This design comes from an exercise in tuning for small area, a short achievable clock period and few clock cycles per item on the open sky130 flow, not from production work. RTL that was checked went through simulation tests only; none was proved equivalent to the original. Function not checked in run 1: the RTL went through the layout flow alone. Power figures rest on the tool's default switching activity, not on a simulated workload.

## flow/design.v (module list and top-level ports; edited modules follow where they fit)
// module mag_preamble: 2088 lines
module mag_preamble (
    input  wire        clk,
    input  wire        rst,           
    input  wire        in_valid,
    output wire        in_ready,
    input  wire [7:0]  in_i,
    input  wire [7:0]  in_q,
    output wire        out_valid,
    input  wire        out_ready,
    output wire [15:0] out_mag,
    output wire [3:0]  out_verdict
);
  // ...
==> flow/flow/run.sh <==
#!/bin/bash
bash standard.sh SETUP_SLACK_MARGIN=8.6 CTS_CLUSTER_SIZE=24 CTS_CLUSTER_DIAMETER=100 finish > standard.log 2>&1
==> flow/standard.sh <==
#!/bin/bash
# synth_recipe.tcl (not shown) runs the flow's synth.tcl, then flattens the netlist and writes it again
# the make line also repeats each setting of config.mk as NAME=value (left out here)
make -C /OpenROAD-flow-scripts/flow DESIGN_CONFIG=/design/flow/config.mk WORK_HOME=/design/flow/orfs CLKGATE_MAP_FILE= SYNTH_SCRIPT=/design/flow/synth_recipe.tcl "${@:-finish}"
==> flow/config.mk <==
export PLATFORM = sky130hd
export DESIGN_NAME = mag_preamble
export DESIGN_NICKNAME = mag_preamble
export VERILOG_FILES = /design/flow/design.v
export SDC_FILE = /design/flow/constraint.sdc
export NUM_CORES = 4
export LEC_CHECK = 0
export CAP_MARGIN = 20
export CORE_MARGIN = 2
export CORE_UTILIZATION = 40
export SLEW_MARGIN = 20
==> flow/constraint.sdc <==
create_clock -name core_clock -period 12.0 [get_ports {clk}]
set_input_delay 2.4000 -clock core_clock [delete_from_list [all_inputs] [get_ports {clk}]]
set_output_delay 2.4000 -clock core_clock [all_outputs]
set_load 0.01 [all_outputs]
==> impl_metrics.env, run 1 <==
export IMPL_outcome="timing/DRC/antenna clean"
export IMPL_path_class="flop to flop"
export IMPL_p_switching_w=0.00506
export IMPL_wl_met3_mm=1.91
export IMPL_grt_first_pass_wirelength_mm=125
export IMPL_yosys_area_top_type_share_pct=37.1
export IMPL_crit_cells=14
export IMPL_synth_cell_types=61
export IMPL_synth_top_cell_by_area="edfxtp_1"
export IMPL_dp_cells=4968
export IMPL_multi_input_comb_cells=2460
export IMPL_synth_edf_count=508
export IMPL_finalSetupViolations=0
export IMPL_async_reset_ff_share_pct=0
export IMPL_crit_buf_inv=0
export IMPL_pre_cts_ws_ns=7.55
export IMPL_power_share_switching_pct=36.5
export IMPL_synthXorXnorAreaFrac_pct=5.98
export IMPL_worstPathCellList="fa_1 > fa_1 > ha_1 > nor2b_4 > o21ai_2 > a21boi_2 > o41a_1 > o221a_4 > a41o_1 > o21ai_1 > nand2b_1 > fa_2 > nand2_1 > a21oi_1"
export IMPL_fin_area_mm2=0.0454
export IMPL_yosys_top_cells_count="552 x nand2_1, 508 x edfxtp_1, 412 x ha_1, 300 x inv_1, 296 x a21oi_1"
export IMPL_intPower_w=0.00879
export IMPL_layout_setup_ws_ns=8.10
export IMPL_r2r_start="m_mag[3]"
export IMPL_report_final_hold_viol_count=0
export IMPL_synth_area_leaders="edfxtp_1 37%, dfxtp_1 14%, ha_1 13%"
export IMPL_top_regs="c_x (26), s1_x (22)"
export IMPL_wl_met1_mm=35.3
export IMPL_synth_compound_area_share_pct=9.51
export IMPL_synthAdderAreaFrac_pct=19.3
export IMPL_clock_buffers=53
export IMPL_p_clk_w=0.00150
export IMPL_rsz0062_at_grt="true"
==> run 2: changes to the inputs <==
--- a/flow/design.v
+++ b/flow/design.v
@@ -1251,24 +1251,25 @@
     reg         m_v;
     always @(posedge clk) begin
         if (rst_w)    m_v <= 1'b0;
         else if (run) m_v <= s14_v;
         if (run) m_mag <= mag_nx;
     end
     wire        arrive = run & m_v & ~rst_w;
     wire [15:0] x = m_mag;
-    reg  [15:0] h1, h2, h3, h4, h5, h6, h7, h8, h9, h10;
+    reg  [15:0] h1, h2, h3, h4, h5, h6, h7, h8, h9, h10, h11;
     reg  [17:0] psum;         
+    reg  [17:0] nsum;         
     reg  [17:0] m3;           
-    reg  [9:1]  g1h;
-    reg  [8:1]  l1h;
-    reg  [4:1]  p4h;
+    reg  [10:1] g1h;
+    reg  [9:1]  l1h;
+    reg  [5:1]  p4h;
     reg  [5:1]  p;
-    reg  [2:0]  e1, e2, e3, e4, e5;
+    reg  [2:0]  e1, e2, e3, e4;
     wire [15:0] g1_a = h1;
     wire [15:0] g1_b = ~x;
     wire [15:0] g1_p = g1_a ^ g1_b;
     wire [15:0] g1_g = g1_a & g1_b;
     wire g1_g0c = g1_g[0] | (g1_p[0] & 1'b0);
     wire g1_G1 = g1_g[1] | (g1_p[1] & g1_g0c);
     wire g1_G2 = g1_g[3] | (g1_p[3] & g1_g[2]);
     wire g1_P2 = g1_p[3] & g1_p[2];
@@ -1586,233 +1587,233 @@
     wire [15:0] l1_s = l1_p ^ l1_c;
     wire l1_co = l1_G15;
     wire l1 = l1_co;
     wire p2n = p[1] & g2;
     wire p3n = p[2] & g3;
     wire p4n = p[3] & g4;
     wire p5n = p[4] & g5;
     wire p6n = p[5] & g6;
-    wire [17:0] ge_h10_a = {2'b00, h10};
-    wire [17:0] ge_h10_b = ~m3;
-    wire [17:0] ge_h10_p = ge_h10_a ^ ge_h10_b;
-    wire [17:0] ge_h10_g = ge_h10_a & ge_h10_b;
-    wire ge_h10_g0c = ge_h10_g[0] | (ge_h10_p[0] & 1'b1);
-    wire ge_h10_G1 = ge_h10_g[1] | (ge_h10_p[1] & ge_h10_g0c);
-    wire ge_h10_G2 = ge_h10_g[3] | (ge_h10_p[3] & ge_h10_g[2]);
-    wire ge_h10_P2 = ge_h10_p[3] & ge_h10_p[2];
-    wire ge_h10_G3 = ge_h10_g[5] | (ge_h10_p[5] & ge_h10_g[4]);
-    wire ge_h10_P3 = ge_h10_p[5] & ge_h10_p[4];
-    wire ge_h10_G4 = ge_h10_g[7] | (ge_h10_p[7] & ge_h10_g[6]);
-    wire ge_h10_P4 = ge_h10_p[7] & ge_h10_p[6];
-    wire ge_h10_G5 = ge_h10_g[9] | (ge_h10_p[9] & ge_h10_g[8]);
-    wire ge_h10_P5 = ge_h10_p[9] & ge_h10_p[8];
-    wire ge_h10_G6 = ge_h10_g[11] | (ge_h10_p[11] & ge_h10_g[10]);
-    wire ge_h10_P6 = ge_h10_p[11] & ge_h10_p[10];
-    wire ge_h10_G7 = ge_h10_g[13] | (ge_h10_p[13] & ge_h10_g[12]);
-    wire ge_h10_P7 = ge_h10_p[13] & ge_h10_p[12];
-    wire ge_h10_G8 = ge_h10_g[15] | (ge_h10_p[15] & ge_h10_g[14]);
-    wire ge_h10_P8 = ge_h10_p[15] & ge_h10_p[14];
-    wire ge_h10_G9 = ge_h10_g[17] | (ge_h10_p[17] & ge_h10_g[16]);
-    wire ge_h10_P9 = ge_h10_p[17] & ge_h10_p[16];
-    wire ge_h10_G10 = ge_h10_G2 | (ge_h10_P2 & ge_h10_G1);
-    wire ge_h10_G11 = ge_h10_G4 | (ge_h10_P4 & ge_h10_G3);
-    wire ge_h10_P11 = ge_h10_P4 & ge_h10_P3;
-    wire ge_h10_G12 = ge_h10_G6 | (ge_h10_P6 & ge_h10_G5);
-    wire ge_h10_P12 = ge_h10_P6 & ge_h10_P5;
-    wire ge_h10_G13 = ge_h10_G8 | (ge_h10_P8 & ge_h10_G7);
-    wire ge_h10_P13 = ge_h10_P8 & ge_h10_P7;
-    wire ge_h10_G14 = ge_h10_G11 | (ge_h10_P11 & ge_h10_G10);
-    wire ge_h10_G15 = ge_h10_G13 | (ge_h10_P13 & ge_h10_G12);
-    wire ge_h10_P15 = ge_h10_P13 & ge_h10_P12;
-    wire ge_h10_G16 = ge_h10_G15 | (ge_h10_P15 & ge_h10_G14);
-    wire ge_h10_G17 = ge_h10_G12 | (ge_h10_P12 & ge_h10_G14);
-    wire ge_h10_G18 = ge_h10_G3 | (ge_h10_P3 & ge_h10_G10);
-    wire ge_h10_G19 = ge_h10_G5 | (ge_h10_P5 & ge_h10_G14);
-    wire ge_h10_G20 = ge_h10_G7 | (ge_h10_P7 & ge_h10_G17);
-    wire ge_h10_G21 = ge_h10_G9 | (ge_h10_P9 & ge_h10_G16);
-    wire ge_h10_G22 = ge_h10_g[2] | (ge_h10_p[2] & ge_h10_G1);
-    wire ge_h10_G23 = ge_h10_g[4] | (ge_h10_p[4] & ge_h10_G10);
-    wire ge_h10_G24 = ge_h10_g[6] | (ge_h10_p[6] & ge_h10_G18);
-    wire ge_h10_G25 = ge_h10_g[8] | (ge_h10_p[8] & ge_h10_G14);
-    wire ge_h10_G26 = ge_h10_g[10] | (ge_h10_p[10] & ge_h10_G19);
-    wire ge_h10_G27 = ge_h10_g[12] | (ge_h10_p[12] & ge_h10_G17);
-    wire ge_h10_G28 = ge_h10_g[14] | (ge_h10_p[14] & ge_h10_G20);
-    wire ge_h10_G29 = ge_h10_g[16] | (ge_h10_p[16] & ge_h10_G16);
-    wire [17:0] ge_h10_c = {ge_h10_G29, ge_h10_G16, ge_h10_G28, ge_h10_G20, ge_h10_G27, ge_h10_G17, ge_h10_G26, ge_h10_G19, ge_h10_G25, ge_h10_G14, ge_h10_G24, ge_h10_G18, ge_h10_G23, ge_h10_G10, ge_h10_G22, ge_h10_G1, ge_h10_g0c, 1'b1};
-    wire [17:0] ge_h10_s = ge_h10_p ^ ge_h10_c;
-    wire ge_h10_co = ge_h10_G21;
-    wire ge_h10 = ge_h10_co;
-    wire [17:0] ge_h8_a = {2'b00, h8};
-    wire [17:0] ge_h8_b = ~m3;
-    wire [17:0] ge_h8_p = ge_h8_a ^ ge_h8_b;
-    wire [17:0] ge_h8_g = ge_h8_a & ge_h8_b;
-    wire ge_h8_g0c = ge_h8_g[0] | (ge_h8_p[0] & 1'b1);
-    wire ge_h8_G1 = ge_h8_g[1] | (ge_h8_p[1] & ge_h8_g0c);
-    wire ge_h8_G2 = ge_h8_g[3] | (ge_h8_p[3] & ge_h8_g[2]);
-    wire ge_h8_P2 = ge_h8_p[3] & ge_h8_p[2];
-    wire ge_h8_G3 = ge_h8_g[5] | (ge_h8_p[5] & ge_h8_g[4]);
-    wire ge_h8_P3 = ge_h8_p[5] & ge_h8_p[4];
-    wire ge_h8_G4 = ge_h8_g[7] | (ge_h8_p[7] & ge_h8_g[6]);
-    wire ge_h8_P4 = ge_h8_p[7] & ge_h8_p[6];
-    wire ge_h8_G5 = ge_h8_g[9] | (ge_h8_p[9] & ge_h8_g[8]);
-    wire ge_h8_P5 = ge_h8_p[9] & ge_h8_p[8];
-    wire ge_h8_G6 = ge_h8_g[11] | (ge_h8_p[11] & ge_h8_g[10]);
-    wire ge_h8_P6 = ge_h8_p[11] & ge_h8_p[10];
-    wire ge_h8_G7 = ge_h8_g[13] | (ge_h8_p[13] & ge_h8_g[12]);
-    wire ge_h8_P7 = ge_h8_p[13] & ge_h8_p[12];
-    wire ge_h8_G8 = ge_h8_g[15] | (ge_h8_p[15] & ge_h8_g[14]);
-    wire ge_h8_P8 = ge_h8_p[15] & ge_h8_p[14];
-    wire ge_h8_G9 = ge_h8_g[17] | (ge_h8_p[17] & ge_h8_g[16]);
-    wire ge_h8_P9 = ge_h8_p[17] & ge_h8_p[16];
-    wire ge_h8_G10 = ge_h8_G2 | (ge_h8_P2 & ge_h8_G1);
-    wire ge_h8_G11 = ge_h8_G4 | (ge_h8_P4 & ge_h8_G3);
-    wire ge_h8_P11 = ge_h8_P4 & ge_h8_P3;
-    wire ge_h8_G12 = ge_h8_G6 | (ge_h8_P6 & ge_h8_G5);
-    wire ge_h8_P12 = ge_h8_P6 & ge_h8_P5;
-    wire ge_h8_G13 = ge_h8_G8 | (ge_h8_P8 & ge_h8_G7);
-    wire ge_h8_P13 = ge_h8_P8 & ge_h8_P7;
-    wire ge_h8_G14 = ge_h8_G11 | (ge_h8_P11 & ge_h8_G10);
-    wire ge_h8_G15 = ge_h8_G13 | (ge_h8_P13 & ge_h8_G12);
-    wire ge_h8_P15 = ge_h8_P13 & ge_h8_P12;
-    wire ge_h8_G16 = ge_h8_G15 | (ge_h8_P15 & ge_h8_G14);
-    wire ge_h8_G17 = ge_h8_G12 | (ge_h8_P12 & ge_h8_G14);
-    wire ge_h8_G18 = ge_h8_G3 | (ge_h8_P3 & ge_h8_G10);
-    wire ge_h8_G19 = ge_h8_G5 | (ge_h8_P5 & ge_h8_G14);
-    wire ge_h8_G20 = ge_h8_G7 | (ge_h8_P7 & ge_h8_G17);
-    wire ge_h8_G21 = ge_h8_G9 | (ge_h8_P9 & ge_h8_G16);
-    wire ge_h8_G22 = ge_h8_g[2] | (ge_h8_p[2] & ge_h8_G1);
-    wire ge_h8_G23 = ge_h8_g[4] | (ge_h8_p[4] & ge_h8_G10);
-    wire ge_h8_G24 = ge_h8_g[6] | (ge_h8_p[6] & ge_h8_G18);
-    wire ge_h8_G25 = ge_h8_g[8] | (ge_h8_p[8] & ge_h8_G14);
-    wire ge_h8_G26 = ge_h8_g[10] | (ge_h8_p[10] & ge_h8_G19);
-    wire ge_h8_G27 = ge_h8_g[12] | (ge_h8_p[12] & ge_h8_G17);
-    wire ge_h8_G28 = ge_h8_g[14] | (ge_h8_p[14] & ge_h8_G20);
-    wire ge_h8_G29 = ge_h8_g[16] | (ge_h8_p[16] & ge_h8_G16);
-    wire [17:0] ge_h8_c = {ge_h8_G29, ge_h8_G16, ge_h8_G28, ge_h8_G20, ge_h8_G27, ge_h8_G17, ge_h8_G26, ge_h8_G19, ge_h8_G25, ge_h8_G14, ge_h8_G24, ge_h8_G18, ge_h8_G23, ge_h8_G10, ge_h8_G22, ge_h8_G1, ge_h8_g0c, 1'b1};
-    wire [17:0] ge_h8_s = ge_h8_p ^ ge_h8_c;
-    wire ge_h8_co = ge_h8_G21;
-    wire ge_h8 = ge_h8_co;
-    wire [17:0] ge_h3_a = {2'b00, h3};
-    wire [17:0] ge_h3_b = ~m3;
-    wire [17:0] ge_h3_p = ge_h3_a ^ ge_h3_b;
-    wire [17:0] ge_h3_g = ge_h3_a & ge_h3_b;
-    wire ge_h3_g0c = ge_h3_g[0] | (ge_h3_p[0] & 1'b1);
-    wire ge_h3_G1 = ge_h3_g[1] | (ge_h3_p[1] & ge_h3_g0c);
-    wire ge_h3_G2 = ge_h3_g[3] | (ge_h3_p[3] & ge_h3_g[2]);
-    wire ge_h3_P2 = ge_h3_p[3] & ge_h3_p[2];
-    wire ge_h3_G3 = ge_h3_g[5] | (ge_h3_p[5] & ge_h3_g[4]);
-    wire ge_h3_P3 = ge_h3_p[5] & ge_h3_p[4];
-    wire ge_h3_G4 = ge_h3_g[7] | (ge_h3_p[7] & ge_h3_g[6]);
-    wire ge_h3_P4 = ge_h3_p[7] & ge_h3_p[6];
-    wire ge_h3_G5 = ge_h3_g[9] | (ge_h3_p[9] & ge_h3_g[8]);
-    wire ge_h3_P5 = ge_h3_p[9] & ge_h3_p[8];
-    wire ge_h3_G6 = ge_h3_g[11] | (ge_h3_p[11] & ge_h3_g[10]);
-    wire ge_h3_P6 = ge_h3_p[11] & ge_h3_p[10];
-    wire ge_h3_G7 = ge_h3_g[13] | (ge_h3_p[13] & ge_h3_g[12]);
-    wire ge_h3_P7 = ge_h3_p[13] & ge_h3_p[12];
-    wire ge_h3_G8 = ge_h3_g[15] | (ge_h3_p[15] & ge_h3_g[14]);
-    wire ge_h3_P8 = ge_h3_p[15] & ge_h3_p[14];
-    wire ge_h3_G9 = ge_h3_g[17] | (ge_h3_p[17] & ge_h3_g[16]);
-    wire ge_h3_P9 = ge_h3_p[17] & ge_h3_p[16];
-    wire ge_h3_G10 = ge_h3_G2 | (ge_h3_P2 & ge_h3_G1);
-    wire ge_h3_G11 = ge_h3_G4 | (ge_h3_P4 & ge_h3_G3);
-    wire ge_h3_P11 = ge_h3_P4 & ge_h3_P3;
-    wire ge_h3_G12 = ge_h3_G6 | (ge_h3_P6 & ge_h3_G5);
-    wire ge_h3_P12 = ge_h3_P6 & ge_h3_P5;
-    wire ge_h3_G13 = ge_h3_G8 | (ge_h3_P8 & ge_h3_G7);
-    wire ge_h3_P13 = ge_h3_P8 & ge_h3_P7;
-    wire ge_h3_G14 = ge_h3_G11 | (ge_h3_P11 & ge_h3_G10);
-    wire ge_h3_G15 = ge_h3_G13 | (ge_h3_P13 & ge_h3_G12);
-    wire ge_h3_P15 = ge_h3_P13 & ge_h3_P12;
-    wire ge_h3_G16 = ge_h3_G15 | (ge_h3_P15 & ge_h3_G14);
-    wire ge_h3_G17 = ge_h3_G12 | (ge_h3_P12 & ge_h3_G14);
-    wire ge_h3_G18 = ge_h3_G3 | (ge_h3_P3 & ge_h3_G10);
-    wire ge_h3_G19 = ge_h3_G5 | (ge_h3_P5 & ge_h3_G14);
-    wire ge_h3_G20 = ge_h3_G7 | (ge_h3_P7 & ge_h3_G17);
-    wire ge_h3_G21 = ge_h3_G9 | (ge_h3_P9 & ge_h3_G16);
-    wire ge_h3_G22 = ge_h3_g[2] | (ge_h3_p[2] & ge_h3_G1);
-    wire ge_h3_G23 = ge_h3_g[4] | (ge_h3_p[4] & ge_h3_G10);
-    wire ge_h3_G24 = ge_h3_g[6] | (ge_h3_p[6] & ge_h3_G18);
-    wire ge_h3_G25 = ge_h3_g[8] | (ge_h3_p[8] & ge_h3_G14);
-    wire ge_h3_G26 = ge_h3_g[10] | (ge_h3_p[10] & ge_h3_G19);
-    wire ge_h3_G27 = ge_h3_g[12] | (ge_h3_p[12] & ge_h3_G17);
-    wire ge_h3_G28 = ge_h3_g[14] | (ge_h3_p[14] & ge_h3_G20);
-    wire ge_h3_G29 = ge_h3_g[16] | (ge_h3_p[16] & ge_h3_G16);
-    wire [17:0] ge_h3_c = {ge_h3_G29, ge_h3_G16, ge_h3_G28, ge_h3_G20, ge_h3_G27, ge_h3_G17, ge_h3_G26, ge_h3_G19, ge_h3_G25, ge_h3_G14, ge_h3_G24, ge_h3_G18, ge_h3_G23, ge_h3_G10, ge_h3_G22, ge_h3_G1, ge_h3_g0c, 1'b1};
-    wire [17:0] ge_h3_s = ge_h3_p ^ ge_h3_c;
-    wire ge_h3_co = ge_h3_G21;
-    wire ge_h3 = ge_h3_co;
-    wire [17:0] ge_h1_a = {2'b00, h1};
-    wire [17:0] ge_h1_b = ~m3;
-    wire [17:0] ge_h1_p = ge_h1_a ^ ge_h1_b;
-    wire [17:0] ge_h1_g = ge_h1_a & ge_h1_b;
-    wire ge_h1_g0c = ge_h1_g[0] | (ge_h1_p[0] & 1'b1);
-    wire ge_h1_G1 = ge_h1_g[1] | (ge_h1_p[1] & ge_h1_g0c);
-    wire ge_h1_G2 = ge_h1_g[3] | (ge_h1_p[3] & ge_h1_g[2]);
-    wire ge_h1_P2 = ge_h1_p[3] & ge_h1_p[2];
-    wire ge_h1_G3 = ge_h1_g[5] | (ge_h1_p[5] & ge_h1_g[4]);
-    wire ge_h1_P3 = ge_h1_p[5] & ge_h1_p[4];
-    wire ge_h1_G4 = ge_h1_g[7] | (ge_h1_p[7] & ge_h1_g[6]);
-    wire ge_h1_P4 = ge_h1_p[7] & ge_h1_p[6];
-    wire ge_h1_G5 = ge_h1_g[9] | (ge_h1_p[9] & ge_h1_g[8]);
-    wire ge_h1_P5 = ge_h1_p[9] & ge_h1_p[8];
-    wire ge_h1_G6 = ge_h1_g[11] | (ge_h1_p[11] & ge_h1_g[10]);
-    wire ge_h1_P6 = ge_h1_p[11] & ge_h1_p[10];
-    wire ge_h1_G7 = ge_h1_g[13] | (ge_h1_p[13] & ge_h1_g[12]);
-    wire ge_h1_P7 = ge_h1_p[13] & ge_h1_p[12];
-    wire ge_h1_G8 = ge_h1_g[15] | (ge_h1_p[15] & ge_h1_g[14]);
-    wire ge_h1_P8 = ge_h1_p[15] & ge_h1_p[14];
-    wire ge_h1_G9 = ge_h1_g[17] | (ge_h1_p[17] & ge_h1_g[16]);
-    wire ge_h1_P9 = ge_h1_p[17] & ge_h1_p[16];
-    wire ge_h1_G10 = ge_h1_G2 | (ge_h1_P2 & ge_h1_G1);
-    wire ge_h1_G11 = ge_h1_G4 | (ge_h1_P4 & ge_h1_G3);
-    wire ge_h1_P11 = ge_h1_P4 & ge_h1_P3;
-    wire ge_h1_G12 = ge_h1_G6 | (ge_h1_P6 & ge_h1_G5);
-    wire ge_h1_P12 = ge_h1_P6 & ge_h1_P5;
-    wire ge_h1_G13 = ge_h1_G8 | (ge_h1_P8 & ge_h1_G7);
-    wire ge_h1_P13 = ge_h1_P8 & ge_h1_P7;
-    wire ge_h1_G14 = ge_h1_G11 | (ge_h1_P11 & ge_h1_G10);
-    wire ge_h1_G15 = ge_h1_G13 | (ge_h1_P13 & ge_h1_G12);
-    wire ge_h1_P15 = ge_h1_P13 & ge_h1_P12;
-    wire ge_h1_G16 = ge_h1_G15 | (ge_h1_P15 & ge_h1_G14);
-    wire ge_h1_G17 = ge_h1_G12 | (ge_h1_P12 & ge_h1_G14);
-    wire ge_h1_G18 = ge_h1_G3 | (ge_h1_P3 & ge_h1_G10);
-    wire ge_h1_G19 = ge_h1_G5 | (ge_h1_P5 & ge_h1_G14);
-    wire ge_h1_G20 = ge_h1_G7 | (ge_h1_P7 & ge_h1_G17);
-    wire ge_h1_G21 = ge_h1_G9 | (ge_h1_P9 & ge_h1_G16);
-    wire ge_h1_G22 = ge_h1_g[2] | (ge_h1_p[2] & ge_h1_G1);
-    wire ge_h1_G23 = ge_h1_g[4] | (ge_h1_p[4] & ge_h1_G10);
-    wire ge_h1_G24 = ge_h1_g[6] | (ge_h1_p[6] & ge_h1_G18);
-    wire ge_h1_G25 = ge_h1_g[8] | (ge_h1_p[8] & ge_h1_G14);
-    wire ge_h1_G26 = ge_h1_g[10] | (ge_h1_p[10] & ge_h1_G19);
-    wire ge_h1_G27 = ge_h1_g[12] | (ge_h1_p[12] & ge_h1_G17);
-    wire ge_h1_G28 = ge_h1_g[14] | (ge_h1_p[14] & ge_h1_G20);
-    wire ge_h1_G29 = ge_h1_g[16] | (ge_h1_p[16] & ge_h1_G16);
-    wire [17:0] ge_h1_c = {ge_h1_G29, ge_h1_G16, ge_h1_G28, ge_h1_G20, ge_h1_G27, ge_h1_G17, ge_h1_G26, ge_h1_G19, ge_h1_G25, ge_h1_G14, ge_h1_G24, ge_h1_G18, ge_h1_G23, ge_h1_G10, ge_h1_G22, ge_h1_G1, ge_h1_g0c, 1'b1};
-    wire [17:0] ge_h1_s = ge_h1_p ^ ge_h1_c;
-    wire ge_h1_co = ge_h1_G21;
-    wire ge_h1 = ge_h1_co;
-    wire nz = (m3 == 18'd0) | ge_h10 | ge_h8 | ge_h3 | ge_h1;
+    wire [17:0] ge_h11_a = {2'b00, h11};
+    wire [17:0] ge_h11_b = ~m3;
+    wire [17:0] ge_h11_p = ge_h11_a ^ ge_h11_b;
+    wire [17:0] ge_h11_g = ge_h11_a & ge_h11_b;
+    wire ge_h11_g0c = ge_h11_g[0] | (ge_h11_p[0] & 1'b1);
+    wire ge_h11_G1 = ge_h11_g[1] | (ge_h11_p[1] & ge_h11_g0c);
+    wire ge_h11_G2 = ge_h11_g[3] | (ge_h11_p[3] & ge_h11_g[2]);
+    wire ge_h11_P2 = ge_h11_p[3] & ge_h11_p[2];
+    wire ge_h11_G3 = ge_h11_g[5] | (ge_h11_p[5] & ge_h11_g[4]);
+    wire ge_h11_P3 = ge_h11_p[5] & ge_h11_p[4];
+    wire ge_h11_G4 = ge_h11_g[7] | (ge_h11_p[7] & ge_h11_g[6]);
+    wire ge_h11_P4 = ge_h11_p[7] & ge_h11_p[6];
+    wire ge_h11_G5 = ge_h11_g[9] | (ge_h11_p[9] & ge_h11_g[8]);
+    wire ge_h11_P5 = ge_h11_p[9] & ge_h11_p[8];
+    wire ge_h11_G6 = ge_h11_g[11] | (ge_h11_p[11] & ge_h11_g[10]);
+    wire ge_h11_P6 = ge_h11_p[11] & ge_h11_p[10];
+    wire ge_h11_G7 = ge_h11_g[13] | (ge_h11_p[13] & ge_h11_g[12]);
+    wire ge_h11_P7 = ge_h11_p[13] & ge_h11_p[12];
+    wire ge_h11_G8 = ge_h11_g[15] | (ge_h11_p[15] & ge_h11_g[14]);
+    wire ge_h11_P8 = ge_h11_p[15] & ge_h11_p[14];
+    wire ge_h11_G9 = ge_h11_g[17] | (ge_h11_p[17] & ge_h11_g[16]);
+    wire ge_h11_P9 = ge_h11_p[17] & ge_h11_p[16];
+    wire ge_h11_G10 = ge_h11_G2 | (ge_h11_P2 & ge_h11_G1);
+    wire ge_h11_G11 = ge_h11_G4 | (ge_h11_P4 & ge_h11_G3);
+    wire ge_h11_P11 = ge_h11_P4 & ge_h11_P3;
+    wire ge_h11_G12 = ge_h11_G6 | (ge_h11_P6 & ge_h11_G5);
+    wire ge_h11_P12 = ge_h11_P6 & ge_h11_P5;
+    wire ge_h11_G13 = ge_h11_G8 | (ge_h11_P8 & ge_h11_G7);
+    wire ge_h11_P13 = ge_h11_P8 & ge_h11_P7;
+    wire ge_h11_G14 = ge_h11_G11 | (ge_h11_P11 & ge_h11_G10);
+    wire ge_h11_G15 = ge_h11_G13 | (ge_h11_P13 & ge_h11_G12);
+    wire ge_h11_P15 = ge_h11_P13 & ge_h11_P12;
+    wire ge_h11_G16 = ge_h11_G15 | (ge_h11_P15 & ge_h11_G14);
+    wire ge_h11_G17 = ge_h11_G12 | (ge_h11_P12 & ge_h11_G14);
+    wire ge_h11_G18 = ge_h11_G3 | (ge_h11_P3 & ge_h11_G10);
+    wire ge_h11_G19 = ge_h11_G5 | (ge_h11_P5 & ge_h11_G14);
+    wire ge_h11_G20 = ge_h11_G7 | (ge_h11_P7 & ge_h11_G17);
+    wire ge_h11_G21 = ge_h11_G9 | (ge_h11_P9 & ge_h11_G16);
+    wire ge_h11_G22 = ge_h11_g[2] | (ge_h11_p[2] & ge_h11_G1);
+    wire ge_h11_G23 = ge_h11_g[4] | (ge_h11_p[4] & ge_h11_G10);
+    wire ge_h11_G24 = ge_h11_g[6] | (ge_h11_p[6] & ge_h11_G18);
+    wire ge_h11_G25 = ge_h11_g[8] | (ge_h11_p[8] & ge_h11_G14);
+    wire ge_h11_G26 = ge_h11_g[10] | (ge_h11_p[10] & ge_h11_G19);
+    wire ge_h11_G27 = ge_h11_g[12] | (ge_h11_p[12] & ge_h11_G17);
+    wire ge_h11_G28 = ge_h11_g[14] | (ge_h11_p[14] & ge_h11_G20);
+    wire ge_h11_G29 = ge_h11_g[16] | (ge_h11_p[16] & ge_h11_G16);
+    wire [17:0] ge_h11_c = {ge_h11_G29, ge_h11_G16, ge_h11_G28, ge_h11_G20, ge_h11_G27, ge_h11_G17, ge_h11_G26, ge_h11_G19, ge_h11_G25, ge_h11_G14, ge_h11_G24, ge_h11_G18, ge_h11_G23, ge_h11_G10, ge_h11_G22, ge_h11_G1, ge_h11_g0c, 1'b1};
+    wire [17:0] ge_h11_s = ge_h11_p ^ ge_h11_c;
+    wire ge_h11_co = ge_h11_G21;
+    wire ge_h11 = ge_h11_co;
+    wire [17:0] ge_h9_a = {2'b00, h9};
+    wire [17:0] ge_h9_b = ~m3;
+    wire [17:0] ge_h9_p = ge_h9_a ^ ge_h9_b;
+    wire [17:0] ge_h9_g = ge_h9_a & ge_h9_b;
+    wire ge_h9_g0c = ge_h9_g[0] | (ge_h9_p[0] & 1'b1);
+    wire ge_h9_G1 = ge_h9_g[1] | (ge_h9_p[1] & ge_h9_g0c);
+    wire ge_h9_G2 = ge_h9_g[3] | (ge_h9_p[3] & ge_h9_g[2]);
+    wire ge_h9_P2 = ge_h9_p[3] & ge_h9_p[2];
+    wire ge_h9_G3 = ge_h9_g[5] | (ge_h9_p[5] & ge_h9_g[4]);
+    wire ge_h9_P3 = ge_h9_p[5] & ge_h9_p[4];
+    wire ge_h9_G4 = ge_h9_g[7] | (ge_h9_p[7] & ge_h9_g[6]);
+    wire ge_h9_P4 = ge_h9_p[7] & ge_h9_p[6];
+    wire ge_h9_G5 = ge_h9_g[9] | (ge_h9_p[9] & ge_h9_g[8]);
+    wire ge_h9_P5 = ge_h9_p[9] & ge_h9_p[8];
+    wire ge_h9_G6 = ge_h9_g[11] | (ge_h9_p[11] & ge_h9_g[10]);
+    wire ge_h9_P6 = ge_h9_p[11] & ge_h9_p[10];
+    wire ge_h9_G7 = ge_h9_g[13] | (ge_h9_p[13] & ge_h9_g[12]);
+    wire ge_h9_P7 = ge_h9_p[13] & ge_h9_p[12];
+    wire ge_h9_G8 = ge_h9_g[15] | (ge_h9_p[15] & ge_h9_g[14]);
+    wire ge_h9_P8 = ge_h9_p[15] & ge_h9_p[14];
+    wire ge_h9_G9 = ge_h9_g[17] | (ge_h9_p[17] & ge_h9_g[16]);
+    wire ge_h9_P9 = ge_h9_p[17] & ge_h9_p[16];
+    wire ge_h9_G10 = ge_h9_G2 | (ge_h9_P2 & ge_h9_G1);
+    wire ge_h9_G11 = ge_h9_G4 | (ge_h9_P4 & ge_h9_G3);
+    wire ge_h9_P11 = ge_h9_P4 & ge_h9_P3;
+    wire ge_h9_G12 = ge_h9_G6 | (ge_h9_P6 & ge_h9_G5);
+    wire ge_h9_P12 = ge_h9_P6 & ge_h9_P5;
+    wire ge_h9_G13 = ge_h9_G8 | (ge_h9_P8 & ge_h9_G7);
+    wire ge_h9_P13 = ge_h9_P8 & ge_h9_P7;
+    wire ge_h9_G14 = ge_h9_G11 | (ge_h9_P11 & ge_h9_G10);
+    wire ge_h9_G15 = ge_h9_G13 | (ge_h9_P13 & ge_h9_G12);
+    wire ge_h9_P15 = ge_h9_P13 & ge_h9_P12;
+    wire ge_h9_G16 = ge_h9_G15 | (ge_h9_P15 & ge_h9_G14);
+    wire ge_h9_G17 = ge_h9_G12 | (ge_h9_P12 & ge_h9_G14);
+    wire ge_h9_G18 = ge_h9_G3 | (ge_h9_P3 & ge_h9_G10);
+    wire ge_h9_G19 = ge_h9_G5 | (ge_h9_P5 & ge_h9_G14);
+    wire ge_h9_G20 = ge_h9_G7 | (ge_h9_P7 & ge_h9_G17);
+    wire ge_h9_G21 = ge_h9_G9 | (ge_h9_P9 & ge_h9_G16);
+    wire ge_h9_G22 = ge_h9_g[2] | (ge_h9_p[2] & ge_h9_G1);
+    wire ge_h9_G23 = ge_h9_g[4] | (ge_h9_p[4] & ge_h9_G10);
+    wire ge_h9_G24 = ge_h9_g[6] | (ge_h9_p[6] & ge_h9_G18);
+    wire ge_h9_G25 = ge_h9_g[8] | (ge_h9_p[8] & ge_h9_G14);
+    wire ge_h9_G26 = ge_h9_g[10] | (ge_h9_p[10] & ge_h9_G19);
+    wire ge_h9_G27 = ge_h9_g[12] | (ge_h9_p[12] & ge_h9_G17);
+    wire ge_h9_G28 = ge_h9_g[14] | (ge_h9_p[14] & ge_h9_G20);
+    wire ge_h9_G29 = ge_h9_g[16] | (ge_h9_p[16] & ge_h9_G16);
+    wire [17:0] ge_h9_c = {ge_h9_G29, ge_h9_G16, ge_h9_G28, ge_h9_G20, ge_h9_G27, ge_h9_G17, ge_h9_G26, ge_h9_G19, ge_h9_G25, ge_h9_G14, ge_h9_G24, ge_h9_G18, ge_h9_G23, ge_h9_G10, ge_h9_G22, ge_h9_G1, ge_h9_g0c, 1'b1};
+    wire [17:0] ge_h9_s = ge_h9_p ^ ge_h9_c;
+    wire ge_h9_co = ge_h9_G21;
+    wire ge_h9 = ge_h9_co;
+    wire [17:0] ge_h4_a = {2'b00, h4};
+    wire [17:0] ge_h4_b = ~m3;
+    wire [17:0] ge_h4_p = ge_h4_a ^ ge_h4_b;
+    wire [17:0] ge_h4_g = ge_h4_a & ge_h4_b;
+    wire ge_h4_g0c = ge_h4_g[0] | (ge_h4_p[0] & 1'b1);
+    wire ge_h4_G1 = ge_h4_g[1] | (ge_h4_p[1] & ge_h4_g0c);
+    wire ge_h4_G2 = ge_h4_g[3] | (ge_h4_p[3] & ge_h4_g[2]);
+    wire ge_h4_P2 = ge_h4_p[3] & ge_h4_p[2];
+    wire ge_h4_G3 = ge_h4_g[5] | (ge_h4_p[5] & ge_h4_g[4]);
+    wire ge_h4_P3 = ge_h4_p[5] & ge_h4_p[4];
+    wire ge_h4_G4 = ge_h4_g[7] | (ge_h4_p[7] & ge_h4_g[6]);
+    wire ge_h4_P4 = ge_h4_p[7] & ge_h4_p[6];
+    wire ge_h4_G5 = ge_h4_g[9] | (ge_h4_p[9] & ge_h4_g[8]);
+    wire ge_h4_P5 = ge_h4_p[9] & ge_h4_p[8];
+    wire ge_h4_G6 = ge_h4_g[11] | (ge_h4_p[11] & ge_h4_g[10]);
+    wire ge_h4_P6 = ge_h4_p[11] & ge_h4_p[10];
+    wire ge_h4_G7 = ge_h4_g[13] | (ge_h4_p[13] & ge_h4_g[12]);
+    wire ge_h4_P7 = ge_h4_p[13] & ge_h4_p[12];
+    wire ge_h4_G8 = ge_h4_g[15] | (ge_h4_p[15] & ge_h4_g[14]);
+    wire ge_h4_P8 = ge_h4_p[15] & ge_h4_p[14];
+    wire ge_h4_G9 = ge_h4_g[17] | (ge_h4_p[17] & ge_h4_g[16]);
+    wire ge_h4_P9 = ge_h4_p[17] & ge_h4_p[16];
+    wire ge_h4_G10 = ge_h4_G2 | (ge_h4_P2 & ge_h4_G1);
+    wire ge_h4_G11 = ge_h4_G4 | (ge_h4_P4 & ge_h4_G3);
+    wire ge_h4_P11 = ge_h4_P4 & ge_h4_P3;
+    wire ge_h4_G12 = ge_h4_G6 | (ge_h4_P6 & ge_h4_G5);
+    wire ge_h4_P12 = ge_h4_P6 & ge_h4_P5;
+    wire ge_h4_G13 = ge_h4_G8 | (ge_h4_P8 & ge_h4_G7);
+    wire ge_h4_P13 = ge_h4_P8 & ge_h4_P7;
+    wire ge_h4_G14 = ge_h4_G11 | (ge_h4_P11 & ge_h4_G10);
+    wire ge_h4_G15 = ge_h4_G13 | (ge_h4_P13 & ge_h4_G12);
+    wire ge_h4_P15 = ge_h4_P13 & ge_h4_P12;
+    wire ge_h4_G16 = ge_h4_G15 | (ge_h4_P15 & ge_h4_G14);
+    wire ge_h4_G17 = ge_h4_G12 | (ge_h4_P12 & ge_h4_G14);
+    wire ge_h4_G18 = ge_h4_G3 | (ge_h4_P3 & ge_h4_G10);
+    wire ge_h4_G19 = ge_h4_G5 | (ge_h4_P5 & ge_h4_G14);
+    wire ge_h4_G20 = ge_h4_G7 | (ge_h4_P7 & ge_h4_G17);
+    wire ge_h4_G21 = ge_h4_G9 | (ge_h4_P9 & ge_h4_G16);
+    wire ge_h4_G22 = ge_h4_g[2] | (ge_h4_p[2] & ge_h4_G1);
+    wire ge_h4_G23 = ge_h4_g[4] | (ge_h4_p[4] & ge_h4_G10);
+    wire ge_h4_G24 = ge_h4_g[6] | (ge_h4_p[6] & ge_h4_G18);
+    wire ge_h4_G25 = ge_h4_g[8] | (ge_h4_p[8] & ge_h4_G14);
+    wire ge_h4_G26 = ge_h4_g[10] | (ge_h4_p[10] & ge_h4_G19);
+    wire ge_h4_G27 = ge_h4_g[12] | (ge_h4_p[12] & ge_h4_G17);
+    wire ge_h4_G28 = ge_h4_g[14] | (ge_h4_p[14] & ge_h4_G20);
+    wire ge_h4_G29 = ge_h4_g[16] | (ge_h4_p[16] & ge_h4_G16);
+    wire [17:0] ge_h4_c = {ge_h4_G29, ge_h4_G16, ge_h4_G28, ge_h4_G20, ge_h4_G27, ge_h4_G17, ge_h4_G26, ge_h4_G19, ge_h4_G25, ge_h4_G14, ge_h4_G24, ge_h4_G18, ge_h4_G23, ge_h4_G10, ge_h4_G22, ge_h4_G1, ge_h4_g0c, 1'b1};
+    wire [17:0] ge_h4_s = ge_h4_p ^ ge_h4_c;
+    wire ge_h4_co = ge_h4_G21;
+    wire ge_h4 = ge_h4_co;
+    wire [17:0] ge_h2_a = {2'b00, h2};
+    wire [17:0] ge_h2_b = ~m3;
+    wire [17:0] ge_h2_p = ge_h2_a ^ ge_h2_b;
+    wire [17:0] ge_h2_g = ge_h2_a & ge_h2_b;
+    wire ge_h2_g0c = ge_h2_g[0] | (ge_h2_p[0] & 1'b1);
+    wire ge_h2_G1 = ge_h2_g[1] | (ge_h2_p[1] & ge_h2_g0c);
+    wire ge_h2_G2 = ge_h2_g[3] | (ge_h2_p[3] & ge_h2_g[2]);
+    wire ge_h2_P2 = ge_h2_p[3] & ge_h2_p[2];
+    wire ge_h2_G3 = ge_h2_g[5] | (ge_h2_p[5] & ge_h2_g[4]);
+    wire ge_h2_P3 = ge_h2_p[5] & ge_h2_p[4];
+    wire ge_h2_G4 = ge_h2_g[7] | (ge_h2_p[7] & ge_h2_g[6]);
+    wire ge_h2_P4 = ge_h2_p[7] & ge_h2_p[6];
+    wire ge_h2_G5 = ge_h2_g[9] | (ge_h2_p[9] & ge_h2_g[8]);
+    wire ge_h2_P5 = ge_h2_p[9] & ge_h2_p[8];
+    wire ge_h2_G6 = ge_h2_g[11] | (ge_h2_p[11] & ge_h2_g[10]);
+    wire ge_h2_P6 = ge_h2_p[11] & ge_h2_p[10];
+    wire ge_h2_G7 = ge_h2_g[13] | (ge_h2_p[13] & ge_h2_g[12]);
+    wire ge_h2_P7 = ge_h2_p[13] & ge_h2_p[12];
+    wire ge_h2_G8 = ge_h2_g[15] | (ge_h2_p[15] & ge_h2_g[14]);
+    wire ge_h2_P8 = ge_h2_p[15] & ge_h2_p[14];
+    wire ge_h2_G9 = ge_h2_g[17] | (ge_h2_p[17] & ge_h2_g[16]);
+    wire ge_h2_P9 = ge_h2_p[17] & ge_h2_p[16];
+    wire ge_h2_G10 = ge_h2_G2 | (ge_h2_P2 & ge_h2_G1);
+    wire ge_h2_G11 = ge_h2_G4 | (ge_h2_P4 & ge_h2_G3);
+    wire ge_h2_P11 = ge_h2_P4 & ge_h2_P3;
+    wire ge_h2_G12 = ge_h2_G6 | (ge_h2_P6 & ge_h2_G5);
+    wire ge_h2_P12 = ge_h2_P6 & ge_h2_P5;
+    wire ge_h2_G13 = ge_h2_G8 | (ge_h2_P8 & ge_h2_G7);
+    wire ge_h2_P13 = ge_h2_P8 & ge_h2_P7;
+    wire ge_h2_G14 = ge_h2_G11 | (ge_h2_P11 & ge_h2_G10);
+    wire ge_h2_G15 = ge_h2_G13 | (ge_h2_P13 & ge_h2_G12);
+    wire ge_h2_P15 = ge_h2_P13 & ge_h2_P12;
+    wire ge_h2_G16 = ge_h2_G15 | (ge_h2_P15 & ge_h2_G14);
+    wire ge_h2_G17 = ge_h2_G12 | (ge_h2_P12 & ge_h2_G14);
+    wire ge_h2_G18 = ge_h2_G3 | (ge_h2_P3 & ge_h2_G10);
+    wire ge_h2_G19 = ge_h2_G5 | (ge_h2_P5 & ge_h2_G14);
+    wire ge_h2_G20 = ge_h2_G7 | (ge_h2_P7 & ge_h2_G17);
+    wire ge_h2_G21 = ge_h2_G9 | (ge_h2_P9 & ge_h2_G16);
+    wire ge_h2_G22 = ge_h2_g[2] | (ge_h2_p[2] & ge_h2_G1);
+    wire ge_h2_G23 = ge_h2_g[4] | (ge_h2_p[4] & ge_h2_G10);
+    wire ge_h2_G24 = ge_h2_g[6] | (ge_h2_p[6] & ge_h2_G18);
+    wire ge_h2_G25 = ge_h2_g[8] | (ge_h2_p[8] & ge_h2_G14);
+    wire ge_h2_G26 = ge_h2_g[10] | (ge_h2_p[10] & ge_h2_G19);
+    wire ge_h2_G27 = ge_h2_g[12] | (ge_h2_p[12] & ge_h2_G17);
+    wire ge_h2_G28 = ge_h2_g[14] | (ge_h2_p[14] & ge_h2_G20);
+    wire ge_h2_G29 = ge_h2_g[16] | (ge_h2_p[16] & ge_h2_G16);
+    wire [17:0] ge_h2_c = {ge_h2_G29, ge_h2_G16, ge_h2_G28, ge_h2_G20, ge_h2_G27, ge_h2_G17, ge_h2_G26, ge_h2_G19, ge_h2_G25, ge_h2_G14, ge_h2_G24, ge_h2_G18, ge_h2_G23, ge_h2_G10, ge_h2_G22, ge_h2_G1, ge_h2_g0c, 1'b1};
+    wire [17:0] ge_h2_s = ge_h2_p ^ ge_h2_c;
+    wire ge_h2_co = ge_h2_G21;
+    wire ge_h2 = ge_h2_co;
+    wire nz = (m3 == 18'd0) | ge_h11 | ge_h9 | ge_h4 | ge_h2;
     reg [2:0] e0;
     always @(*) begin
-        if      (!g1h[9])  e0 = 3'd1;
-        else if (!l1h[8])  e0 = 3'd2;
-        else if (!p4h[4])  e0 = 3'd3;
-        else if (!l1h[3])  e0 = 3'd4;
-        else if (!g1h[2])  e0 = 3'd5;
-        else if (!l1h[1])  e0 = 3'd6;
+        if      (!g1h[10]) e0 = 3'd1;
+        else if (!l1h[9])  e0 = 3'd2;
+        else if (!p4h[5])  e0 = 3'd3;
+        else if (!l1h[4])  e0 = 3'd4;
+        else if (!g1h[3])  e0 = 3'd5;
+        else if (!l1h[2])  e0 = 3'd6;
         else if (nz)       e0 = 3'd7;
         else               e0 = 3'd0;
     end
     reg [3:0] verdict;
     always @(*) begin
-        if (e5 != 3'd0 && e5 != 3'd7) verdict = {1'b0, e5};
+        if (e4 != 3'd0 && e4 != 3'd7) verdict = {1'b0, e4};
         else if (!p6n)                verdict = 4'd7;
-        else if (e5 == 3'd7)          verdict = 4'd8;
+        else if (e4 == 3'd7)          verdict = 4'd8;
         else                          verdict = 4'd0;
     end
     wire pq_h73_s = h8[0] ^ h6[0];
     wire pq_h73_c = h8[0] & h6[0];
     wire pq_f74_s = h8[1] ^ h6[1] ^ h1[1];
     wire pq_f74_c = (h8[1] & h6[1]) | (h8[1] & h1[1]) | (h6[1] & h1[1]);
     wire pq_f75_s = h8[2] ^ h6[2] ^ h1[2];
     wire pq_f75_c = (h8[2] & h6[2]) | (h8[2] & h1[2]) | (h6[2] & h1[2]);
@@ -1898,84 +1899,82 @@
     wire padd_G31 = padd_G23 | (padd_P23 & padd_G21);
     wire padd_G32 = padd_G24 | (padd_P24 & padd_G21);
     wire padd_G33 = padd_G25 | (padd_P25 & padd_G21);
     wire padd_G34 = padd_g[16] | (padd_p[16] & padd_G33);
     wire padd_G35 = padd_G9 | (padd_P9 & padd_G33);
     wire [17:0] padd_c = {padd_G34, padd_G33, padd_G32, padd_G31, padd_G30, padd_G29, padd_G28, padd_G27, padd_G26, padd_G21, padd_G20, padd_G19, padd_G18, padd_G11, padd_G10, padd_G1, padd_g0c, 1'b0};
     wire [17:0] padd_s = padd_p ^ padd_c;
     wire padd_co = padd_G35;
-    wire c2 = (psum[1] & x[1]) | ((psum[1] ^ x[1]) & psum[0] & x[0]);
-    wire mq_h89_s = psum[2] ^ x[2];
-    wire mq_h89_c = psum[2] & x[2];
-    wire mq_f90_s = psum[2] ^ x[2] ^ psum[3];
-    wire mq_f90_c = (psum[2] & x[2]) | (psum[2] & psum[3]) | (x[2] & psum[3]);
-    wire mq_f91_s = psum[3] ^ x[3] ^ psum[4];
-    wire mq_f91_c = (psum[3] & x[3]) | (psum[3] & psum[4]) | (x[3] & psum[4]);
-    wire mq_f92_s = psum[4] ^ x[4] ^ psum[5];
-    wire mq_f92_c = (psum[4] & x[4]) | (psum[4] & psum[5]) | (x[4] & psum[5]);
-    wire mq_f93_s = psum[5] ^ x[5] ^ psum[6];
-    wire mq_f93_c = (psum[5] & x[5]) | (psum[5] & psum[6]) | (x[5] & psum[6]);
-    wire mq_f94_s = psum[6] ^ x[6] ^ psum[7];
-    wire mq_f94_c = (psum[6] & x[6]) | (psum[6] & psum[7]) | (x[6] & psum[7]);
-    wire mq_f95_s = psum[7] ^ x[7] ^ psum[8];
-    wire mq_f95_c = (psum[7] & x[7]) | (psum[7] & psum[8]) | (x[7] & psum[8]);
-    wire mq_f96_s = psum[8] ^ x[8] ^ psum[9];
-    wire mq_f96_c = (psum[8] & x[8]) | (psum[8] & psum[9]) | (x[8] & psum[9]);
-    wire mq_f97_s = psum[9] ^ x[9] ^ psum[10];
-    wire mq_f97_c = (psum[9] & x[9]) | (psum[9] & psum[10]) | (x[9] & psum[10]);
-    wire mq_f98_s = psum[10] ^ x[10] ^ psum[11];
-    wire mq_f98_c = (psum[10] & x[10]) | (psum[10] & psum[11]) | (x[10] & psum[11]);
-    wire mq_f99_s = psum[11] ^ x[11] ^ psum[12];
-    wire mq_f99_c = (psum[11] & x[11]) | (psum[11] & psum[12]) | (x[11] & psum[12]);
-    wire mq_f100_s = psum[12] ^ x[12] ^ psum[13];
-    wire mq_f100_c = (psum[12] & x[12]) | (psum[12] & psum[13]) | (x[12] & psum[13]);
-    wire mq_f101_s = psum[13] ^ x[13] ^ psum[14];
-    wire mq_f101_c = (psum[13] & x[13]) | (psum[13] & psum[14]) | (x[13] & psum[14]);
-    wire mq_f102_s = psum[14] ^ x[14] ^ psum[15];
-    wire mq_f102_c = (psum[14] & x[14]) | (psum[14] & psum[15]) | (x[14] & psum[15]);
-    wire mq_h103_s = psum[15] ^ x[15];
-    wire mq_h103_c = psum[15] & x[15];
-    wire mq_h104_s = mq_h89_s ^ c2;
-    wire mq_h104_c = mq_h89_s & c2;
-    wire mq_f105_s = mq_h89_c ^ mq_f90_s ^ x[3];
-    wire mq_f105_c = (mq_h89_c & mq_f90_s) | (mq_h89_c & x[3]) | (mq_f90_s & x[3]);
-    wire mq_f106_s = mq_f90_c ^ mq_f91_s ^ x[4];
-    wire mq_f106_c = (mq_f90_c & mq_f91_s) | (mq_f90_c & x[4]) | (mq_f91_s & x[4]);
-    wire mq_f107_s = mq_f91_c ^ mq_f92_s ^ x[5];
-    wire mq_f107_c = (mq_f91_c & mq_f92_s) | (mq_f91_c & x[5]) | (mq_f92_s & x[5]);
-    wire mq_f108_s = mq_f92_c ^ mq_f93_s ^ x[6];
-    wire mq_f108_c = (mq_f92_c & mq_f93_s) | (mq_f92_c & x[6]) | (mq_f93_s & x[6]);
-    wire mq_f109_s = mq_f93_c ^ mq_f94_s ^ x[7];
-    wire mq_f109_c = (mq_f93_c & mq_f94_s) | (mq_f93_c & x[7]) | (mq_f94_s & x[7]);
-    wire mq_f110_s = mq_f94_c ^ mq_f95_s ^ x[8];
-    wire mq_f110_c = (mq_f94_c & mq_f95_s) | (mq_f94_c & x[8]) | (mq_f95_s & x[8]);
-    wire mq_f111_s = mq_f95_c ^ mq_f96_s ^ x[9];
-    wire mq_f111_c = (mq_f95_c & mq_f96_s) | (mq_f95_c & x[9]) | (mq_f96_s & x[9]);
-    wire mq_f112_s = mq_f96_c ^ mq_f97_s ^ x[10];
-    wire mq_f112_c = (mq_f96_c & mq_f97_s) | (mq_f96_c & x[10]) | (mq_f97_s & x[10]);
-    wire mq_f113_s = mq_f97_c ^ mq_f98_s ^ x[11];
-    wire mq_f113_c = (mq_f97_c & mq_f98_s) | (mq_f97_c & x[11]) | (mq_f98_s & x[11]);
-    wire mq_f114_s = mq_f98_c ^ mq_f99_s ^ x[12];
-    wire mq_f114_c = (mq_f98_c & mq_f99_s) | (mq_f98_c & x[12]) | (mq_f99_s & x[12]);
-    wire mq_f115_s = mq_f99_c ^ mq_f100_s ^ x[13];
-    wire mq_f115_c = (mq_f99_c & mq_f100_s) | (mq_f99_c & x[13]) | (mq_f100_s & x[13]);
-    wire mq_f116_s = mq_f100_c ^ mq_f101_s ^ x[14];
-    wire mq_f116_c = (mq_f100_c & mq_f101_s) | (mq_f100_c & x[14]) | (mq_f101_s & x[14]);
-    wire mq_f117_s = mq_f101_c ^ mq_f102_s ^ x[15];
-    wire mq_f117_c = (mq_f101_c & mq_f102_s) | (mq_f101_c & x[15]) | (mq_f102_s & x[15]);
-    wire mq_f118_s = mq_f102_c ^ mq_h103_s ^ psum[16];
-    wire mq_f118_c = (mq_f102_c & mq_h103_s) | (mq_f102_c & psum[16]) | (mq_h103_s & psum[16]);
-    wire mq_f119_s = mq_h103_c ^ psum[16] ^ psum[17];
-    wire mq_f119_c = (mq_h103_c & psum[16]) | (mq_h103_c & psum[17]) | (psum[16] & psum[17]);
-    wire [17:0] m3add_a = {1'b0, mq_f119_c, mq_f118_c, mq_f117_c, mq_f116_c, mq_f115_c, mq_f114_c, mq_f113_c, mq_f112_c, mq_f111_c, mq_f110_c, mq_f109_c, mq_f108_c, mq_f107_c, mq_f106_c, mq_f105_c, mq_h104_c, mq_h104_s};
-    wire [17:0] m3add_b = {1'b0, psum[17], mq_f119_s, mq_f118_s, mq_f117_s, mq_f116_s, mq_f115_s, mq_f114_s, mq_f113_s, mq_f112_s, mq_f111_s, mq_f110_s, mq_f109_s, mq_f108_s, mq_f107_s, mq_f106_s, mq_f105_s, c2};
+    wire [17:0] nadd2_a = psum;
+    wire [17:0] nadd2_b = {2'b00, x};
+    wire [17:0] nadd2_p = nadd2_a ^ nadd2_b;
+    wire [17:0] nadd2_g = nadd2_a & nadd2_b;
+    wire nadd2_g0c = nadd2_g[0] | (nadd2_p[0] & 1'b0);
+    wire nadd2_G1 = nadd2_g[1] | (nadd2_p[1] & nadd2_g0c);
+    wire nadd2_G2 = nadd2_g[3] | (nadd2_p[3] & nadd2_g[2]);
+    wire nadd2_P2 = nadd2_p[3] & nadd2_p[2];
+    wire nadd2_G3 = nadd2_g[5] | (nadd2_p[5] & nadd2_g[4]);
+    wire nadd2_P3 = nadd2_p[5] & nadd2_p[4];
+    wire nadd2_G4 = nadd2_g[7] | (nadd2_p[7] & nadd2_g[6]);
+    wire nadd2_P4 = nadd2_p[7] & nadd2_p[6];
+    wire nadd2_G5 = nadd2_g[9] | (nadd2_p[9] & nadd2_g[8]);
+    wire nadd2_P5 = nadd2_p[9] & nadd2_p[8];
+    wire nadd2_G6 = nadd2_g[11] | (nadd2_p[11] & nadd2_g[10]);
+    wire nadd2_P6 = nadd2_p[11] & nadd2_p[10];
+    wire nadd2_G7 = nadd2_g[13] | (nadd2_p[13] & nadd2_g[12]);
+    wire nadd2_P7 = nadd2_p[13] & nadd2_p[12];
+    wire nadd2_G8 = nadd2_g[15] | (nadd2_p[15] & nadd2_g[14]);
+    wire nadd2_P8 = nadd2_p[15] & nadd2_p[14];
+    wire nadd2_G9 = nadd2_g[17] | (nadd2_p[17] & nadd2_g[16]);
+    wire nadd2_P9 = nadd2_p[17] & nadd2_p[16];
+    wire nadd2_G10 = nadd2_g[2] | (nadd2_p[2] & nadd2_G1);
+    wire nadd2_G11 = nadd2_G2 | (nadd2_P2 & nadd2_G1);
+    wire nadd2_G12 = nadd2_g[6] | (nadd2_p[6] & nadd2_G3);
+    wire nadd2_P12 = nadd2_p[6] & nadd2_P3;
+    wire nadd2_G13 = nadd2_G4 | (nadd2_P4 & nadd2_G3);
+    wire nadd2_P13 = nadd2_P4 & nadd2_P3;
+    wire nadd2_G14 = nadd2_g[10] | (nadd2_p[10] & nadd2_G5);
+    wire nadd2_P14 = nadd2_p[10] & nadd2_P5;
+    wire nadd2_G15 = nadd2_G6 | (nadd2_P6 & nadd2_G5);
+    wire nadd2_P15 = nadd2_P6 & nadd2_P5;
+    wire nadd2_G16 = nadd2_g[14] | (nadd2_p[14] & nadd2_G7);
+    wire nadd2_P16 = nadd2_p[14] & nadd2_P7;
+    wire nadd2_G17 = nadd2_G8 | (nadd2_P8 & nadd2_G7);
+    wire nadd2_P17 = nadd2_P8 & nadd2_P7;
+    wire nadd2_G18 = nadd2_g[4] | (nadd2_p[4] & nadd2_G11);
+    wire nadd2_G19 = nadd2_G3 | (nadd2_P3 & nadd2_G11);
+    wire nadd2_G20 = nadd2_G12 | (nadd2_P12 & nadd2_G11);
+    wire nadd2_G21 = nadd2_G13 | (nadd2_P13 & nadd2_G11);
+    wire nadd2_G22 = nadd2_g[12] | (nadd2_p[12] & nadd2_G15);
+    wire nadd2_P22 = nadd2_p[12] & nadd2_P15;
+    wire nadd2_G23 = nadd2_G7 | (nadd2_P7 & nadd2_G15);
+    wire nadd2_P23 = nadd2_P7 & nadd2_P15;
+    wire nadd2_G24 = nadd2_G16 | (nadd2_P16 & nadd2_G15);
+    wire nadd2_P24 = nadd2_P16 & nadd2_P15;
+    wire nadd2_G25 = nadd2_G17 | (nadd2_P17 & nadd2_G15);
+    wire nadd2_P25 = nadd2_P17 & nadd2_P15;
+    wire nadd2_G26 = nadd2_g[8] | (nadd2_p[8] & nadd2_G21);
+    wire nadd2_G27 = nadd2_G5 | (nadd2_P5 & nadd2_G21);
+    wire nadd2_G28 = nadd2_G14 | (nadd2_P14 & nadd2_G21);
+    wire nadd2_G29 = nadd2_G15 | (nadd2_P15 & nadd2_G21);
+    wire nadd2_G30 = nadd2_G22 | (nadd2_P22 & nadd2_G21);
+    wire nadd2_G31 = nadd2_G23 | (nadd2_P23 & nadd2_G21);
+    wire nadd2_G32 = nadd2_G24 | (nadd2_P24 & nadd2_G21);
+    wire nadd2_G33 = nadd2_G25 | (nadd2_P25 & nadd2_G21);
+    wire nadd2_G34 = nadd2_g[16] | (nadd2_p[16] & nadd2_G33);
+    wire nadd2_G35 = nadd2_G9 | (nadd2_P9 & nadd2_G33);
+    wire [17:0] nadd2_c = {nadd2_G34, nadd2_G33, nadd2_G32, nadd2_G31, nadd2_G30, nadd2_G29, nadd2_G28, nadd2_G27, nadd2_G26, nadd2_G21, nadd2_G20, nadd2_G19, nadd2_G18, nadd2_G11, nadd2_G10, nadd2_G1, nadd2_g0c, 1'b0};
+    wire [17:0] nadd2_s = nadd2_p ^ nadd2_c;
+    wire nadd2_co = nadd2_G35;
+    wire [17:0] m3add_a = {2'b00, nsum[17:2]};
+    wire [17:0] m3add_b = {1'b0, nsum[17:2], 1'b0};
     wire [17:0] m3add_p = m3add_a ^ m3add_b;
     wire [17:0] m3add_g = m3add_a & m3add_b;
-    wire m3add_g0c = m3add_g[0] | (m3add_p[0] & c2);
+    wire m3add_g0c = m3add_g[0] | (m3add_p[0] & 1'b0);
     wire m3add_G1 = m3add_g[1] | (m3add_p[1] & m3add_g0c);
     wire m3add_G2 = m3add_g[3] | (m3add_p[3] & m3add_g[2]);
     wire m3add_P2 = m3add_p[3] & m3add_p[2];
     wire m3add_G3 = m3add_g[5] | (m3add_p[5] & m3add_g[4]);
     wire m3add_P3 = m3add_p[5] & m3add_p[4];
     wire m3add_G4 = m3add_g[7] | (m3add_p[7] & m3add_g[6]);
     wire m3add_P4 = m3add_p[7] & m3add_p[6];
     wire m3add_G5 = m3add_g[9] | (m3add_p[9] & m3add_g[8]);
@@ -2019,40 +2018,44 @@
     wire m3add_G28 = m3add_G14 | (m3add_P14 & m3add_G21);
     wire m3add_G29 = m3add_G15 | (m3add_P15 & m3add_G21);
     wire m3add_G30 = m3add_G22 | (m3add_P22 & m3add_G21);
     wire m3add_G31 = m3add_G23 | (m3add_P23 & m3add_G21);
     wire m3add_G32 = m3add_G24 | (m3add_P24 & m3add_G21);
     wire m3add_G33 = m3add_G25 | (m3add_P25 & m3add_G21);
     wire m3add_G34 = m3add_g[16] | (m3add_p[16] & m3add_G33);
     wire m3add_G35 = m3add_G9 | (m3add_P9 & m3add_G33);
-    wire [17:0] m3add_c = {m3add_G34, m3add_G33, m3add_G32, m3add_G31, m3add_G30, m3add_G29, m3add_G28, m3add_G27, m3add_G26, m3add_G21, m3add_G20, m3add_G19, m3add_G18, m3add_G11, m3add_G10, m3add_G1, m3add_g0c, c2};
+    wire [17:0] m3add_c = {m3add_G34, m3add_G33, m3add_G32, m3add_G31, m3add_G30, m3add_G29, m3add_G28, m3add_G27, m3add_G26, m3add_G21, m3add_G20, m3add_G19, m3add_G18, m3add_G11, m3add_G10, m3add_G1, m3add_g0c, 1'b0};
     wire [17:0] m3add_s = m3add_p ^ m3add_c;
     wire m3add_co = m3add_G35;
     always @(posedge clk) begin
         if (rst_w) begin
             h1 <= 16'd0; h2 <= 16'd0; h3 <= 16'd0; h4 <= 16'd0; h5 <= 16'd0;
             h6 <= 16'd0; h7 <= 16'd0; h8 <= 16'd0; h9 <= 16'd0; h10 <= 16'd0;
+            h11 <= 16'd0;
+            nsum <= 18'd0;
             psum <= 18'd0;
             m3   <= 18'd0;
-            g1h <= 9'd0;
-            l1h <= 8'd0;
-            p4h <= 4'd0;
+            g1h <= 10'd0;
+            l1h <= 9'd0;
+            p4h <= 5'd0;
             p   <= 5'd0;
-            e1 <= 3'd1; e2 <= 3'd1; e3 <= 3'd1; e4 <= 3'd1; e5 <= 3'd1;
+            e1 <= 3'd1; e2 <= 3'd1; e3 <= 3'd1; e4 <= 3'd1;
         end else if (arrive) begin
             h1 <= x;  h2 <= h1; h3 <= h2; h4 <= h3; h5 <= h4;
             h6 <= h5; h7 <= h6; h8 <= h7; h9 <= h8; h10 <= h9;
+            h11 <= h10;
+            nsum <= nadd2_s;
             psum <= padd_s;
             m3   <= m3add_s;
-            g1h <= {g1h[8:1], g1};
-            l1h <= {l1h[7:1], l1};
-            p4h <= {p4h[3:1], p4n};
+            g1h <= {g1h[9:1], g1};
+            l1h <= {l1h[8:1], l1};
+            p4h <= {p4h[4:1], p4n};
             p   <= {p5n, p4n, p3n, p2n, g1};
-            e1 <= e0; e2 <= e1; e3 <= e2; e4 <= e3; e5 <= e4;
+            e1 <= e0; e2 <= e1; e3 <= e2; e4 <= e3;
         end
     end
     reg [15:0] o_mag;
     reg [3:0]  o_ver;
     reg        o_v;
     reg [3:0]  v1, v2;        
     reg        k_v;
     wire       o_free = ~o_v | out_ready;
==> flow/flow/run.sh (replaced) <==
#!/bin/bash
bash standard.sh SETUP_SLACK_MARGIN=8.45 CTS_CLUSTER_SIZE=24 CTS_CLUSTER_DIAMETER=100 finish > standard.log 2>&1
==> run 2 against run 1 <==
Effect of this change:
- worst setup slack improved by 0.28 ns
- non-clock buffer count fell by 33
- still clean on timing, DRC and antenna
- worst hold slack improved by 0.0034 ns
- critical path depth shrank 2
- sequential share of layout area rose by 1.1 points
- power down 5.0%
- critical endpoint is now c_x[25]
- flip-flop and latch count grew 32
- highest routed layer unchanged
- cell count rose by 1.6%
==> impl_metrics.env, run 2 <==
export IMPL_avgRoutedWirePerCell_um=15.6
export IMPL_grt_max_degree=222
export IMPL_ir_worst_vdd_mv=0.232
export IMPL_multi_input_area_mm2=0.0193
export IMPL_finalSetupViolations=0
export IMPL_period_share_pct=30.2
export IMPL_yosys_area_top_type_share_pct=36.3
export IMPL_rsz0062_at_grt="true"
export IMPL_path_class="flop to flop"
export IMPL_portBuffers=41
export IMPL_slew_viol_final=0
export IMPL_instances_no_fill=5197
export IMPL_ant_nets=0
export IMPL_avgViaCountPerCell=4.98
export IMPL_p_leak_nw=18.2
export IMPL_gr_total_overflow=0
export IMPL_outcome="timing/DRC/antenna clean"
export IMPL_syn2layout_area_growth_pct=8.92
export IMPL_place_congestion=0.806
export IMPL_clockRootBuffer="clkbuf_16"
export IMPL_regMostFlops="c_x"
export IMPL_die_w_um=328
export IMPL_cp_common_cell="fa_1"
export IMPL_vias=25898
export IMPL_top_regs="c_x (26), s1_x (22)"
export IMPL_synth_fp_nets=4335
export IMPL_dp_cells=5087
export IMPL_clkSlewWorstSetupHoldPaths_ns=0.09
export IMPL_crit_buf_inv=1
export IMPL_n_antenna_cell=0
export IMPL_cpPeakStageDelay_ns=0.53
export IMPL_drv_cap=0
export IMPL_slew_headroom_pct=19.2
export IMPL_synth_warnings=1
export IMPL_async_reset_ff_share_pct=0
export IMPL_crit_required_ns=12.35
export IMPL_synth_top_cell_by_area="edfxtp_1"
export IMPL_cp_slowest_cell="fa_1"
export IMPL_power_density_mw_per_mm2=288
export IMPL_layout_drive_gt1_share_pct=6.03
export IMPL_synth_main_ff_cell="edfxtp_1"
export IMPL_layout_common_cells="577 x nand2_1, 508 x edfxtp_1, 415 x ha_1"
export IMPL_avgSynthCellArea_um2=11.1
export IMPL_ff_latch_area_mm2=0.0215
export IMPL_io_pin_count=42
export IMPL_whs_ns=0.424
export IMPL_clock_sinks=818
export IMPL_period_needed_ns=3.62
export IMPL_ys_ff_latch=818
export IMPL_fin_tns_setup_ns=0
export IMPL_synth_cell_types=64
export IMPL_drcViolationCount=0
export IMPL_yosys_top_cells_count="578 x nand2_1, 508 x edfxtp_1, 426 x ha_1, 332 x a21oi_1, 310 x dfxtp_1"
export IMPL_mostFrequentLayoutCell="nand2_1"
export IMPL_arrival_ns=3.98
export IMPL_path_delay_family="adder cells"
export IMPL_cp_end_kind="flop"
export IMPL_core_area_mm2=0.104
export IMPL_drt_first_pass_iters=5
export IMPL_ys_seq_area_share_pct=51.1
export IMPL_synth_area_leaders="edfxtp_1 36%, dfxtp_1 15%, ha_1 13%"
export IMPL_grt_first_pass_wirelength_mm=133
export IMPL_tightest_slew_ns=1.21
export IMPL_report_final_hold_viol_count=0
export IMPL_dp_hpwl_mm=56.2
export IMPL_dr_first_iter_drc_count=1749
export IMPL_r2r_setup_slack_ns=8.38
export IMPL_initial_core_util_pct=40.5
export IMPL_synth_edf_count=508
export IMPL_worstPathCellList="buf_6 > fa_1 > fa_1 > ha_4 > nand4_1 > nor2_2 > o31ai_2 > o31a_1 > o311a_1 > o31ai_4 > a21oi_2 > xnor2_1"
export IMPL_totalWireLength_mm=81.2
run 2: cell types whose count changed after synthesis, moves of 10 or more:
cell	previous run	this run
nor2_1	146	136
clkbuf_1	103	116
a21oi_1	296	332
a211oi_1	36	51
nand2_1	552	578
fa_1	139	112
ha_1	412	426
dfxtp_1	278	310
xnor2_1	229	240
nor3_1	41	28
run 2: kinds of logic (layout without fill, tap and decap cells):
family          count (synthesis)  after routing  synth area share [%]
buf+inv                       419            459                  3.75
simple gates                  979            979                  10.2
fa+ha+maj                     538            538                  18.0
mux                            23             23                 0.551
flops                         818            818                  51.1
compound gates                707            707                  10.2
xor+xnor                      293            293                  6.11
run 2: repair_timing:
action,4_1_cts,5_1_grt
pin swaps,14,23
setup endpoints to repair,286,146
gates resized for setup,154,47
hold buffers,0,0
setup buffers,28,24
run 2: path summary, 6_finish.rpt:
kind	start	end	cells past startpoint
worst max-delay path	b_n[4]	c_x[25]	12
worst min-delay path	s5_x[1]	s6_x[1]	0
worst min register to register	s5_x[1]	s6_x[1]	0
worst max register to register	b_n[4]	c_x[25]	12
run 2: through the flow:
stage	worst slack [ns]	utilization [%]	cell area, um2
3_5_place_dp	7.88	42.3	43900
4_1_cts	8.14	43.7	45400
2_1_floorplan	8.50	-	42000
3_3_place_gp	7.93	42.3	43900
6_report	8.38	44.1	45800
5_1_grt	8.30	44.1	45800
run 2: power breakdown:
| group | total, W | leakage, nW | internal [W] | switching [W] |
|---|---|---|---|---|
| logic | 0.00648 | 9.76 | 0.00316 | 0.00332 |
| clock network | 0.00154 | 0.554 | 0.000638 | 0.000900 |
| registers | 0.00514 | 7.91 | 0.00454 | 0.000597 |
run 2: metal layers:
metal / GRT usage (%) / vias up / share of wire [%]
met5: 0 / - / 0
met4: 3.30 / 0 / 2.0
met3: 1.71 / 89 / 3.0
met2: 25.0 / 265 / 47
met1: 21.3 / 12433 / 48
li1: - / 13111 / -
run 2: cell type report:
type | count | share of cell area (%)
clock buffer | 49 | 2.31
tap | 1380 | 3.77
clock inverter | 9 | 0.178
multi-input combinational | 2540 | 42.2
timing repair buffer | 107 | 2.07
inverter | 294 | 2.47
sequential | 818 | 47.0
Testbench counts of run 2, summed over its fixed seeds: cycles 6,080, items 6,000.

Re-timed with assumed drivers on the ports (clkbuf_16 on the clock, buf_2 on other inputs), run 2 has 8.379 ns of setup slack against 8.379 ns with ideal ports, and 7.981 ns once port delays also move by the mid clock arrival of 0.660 ns.
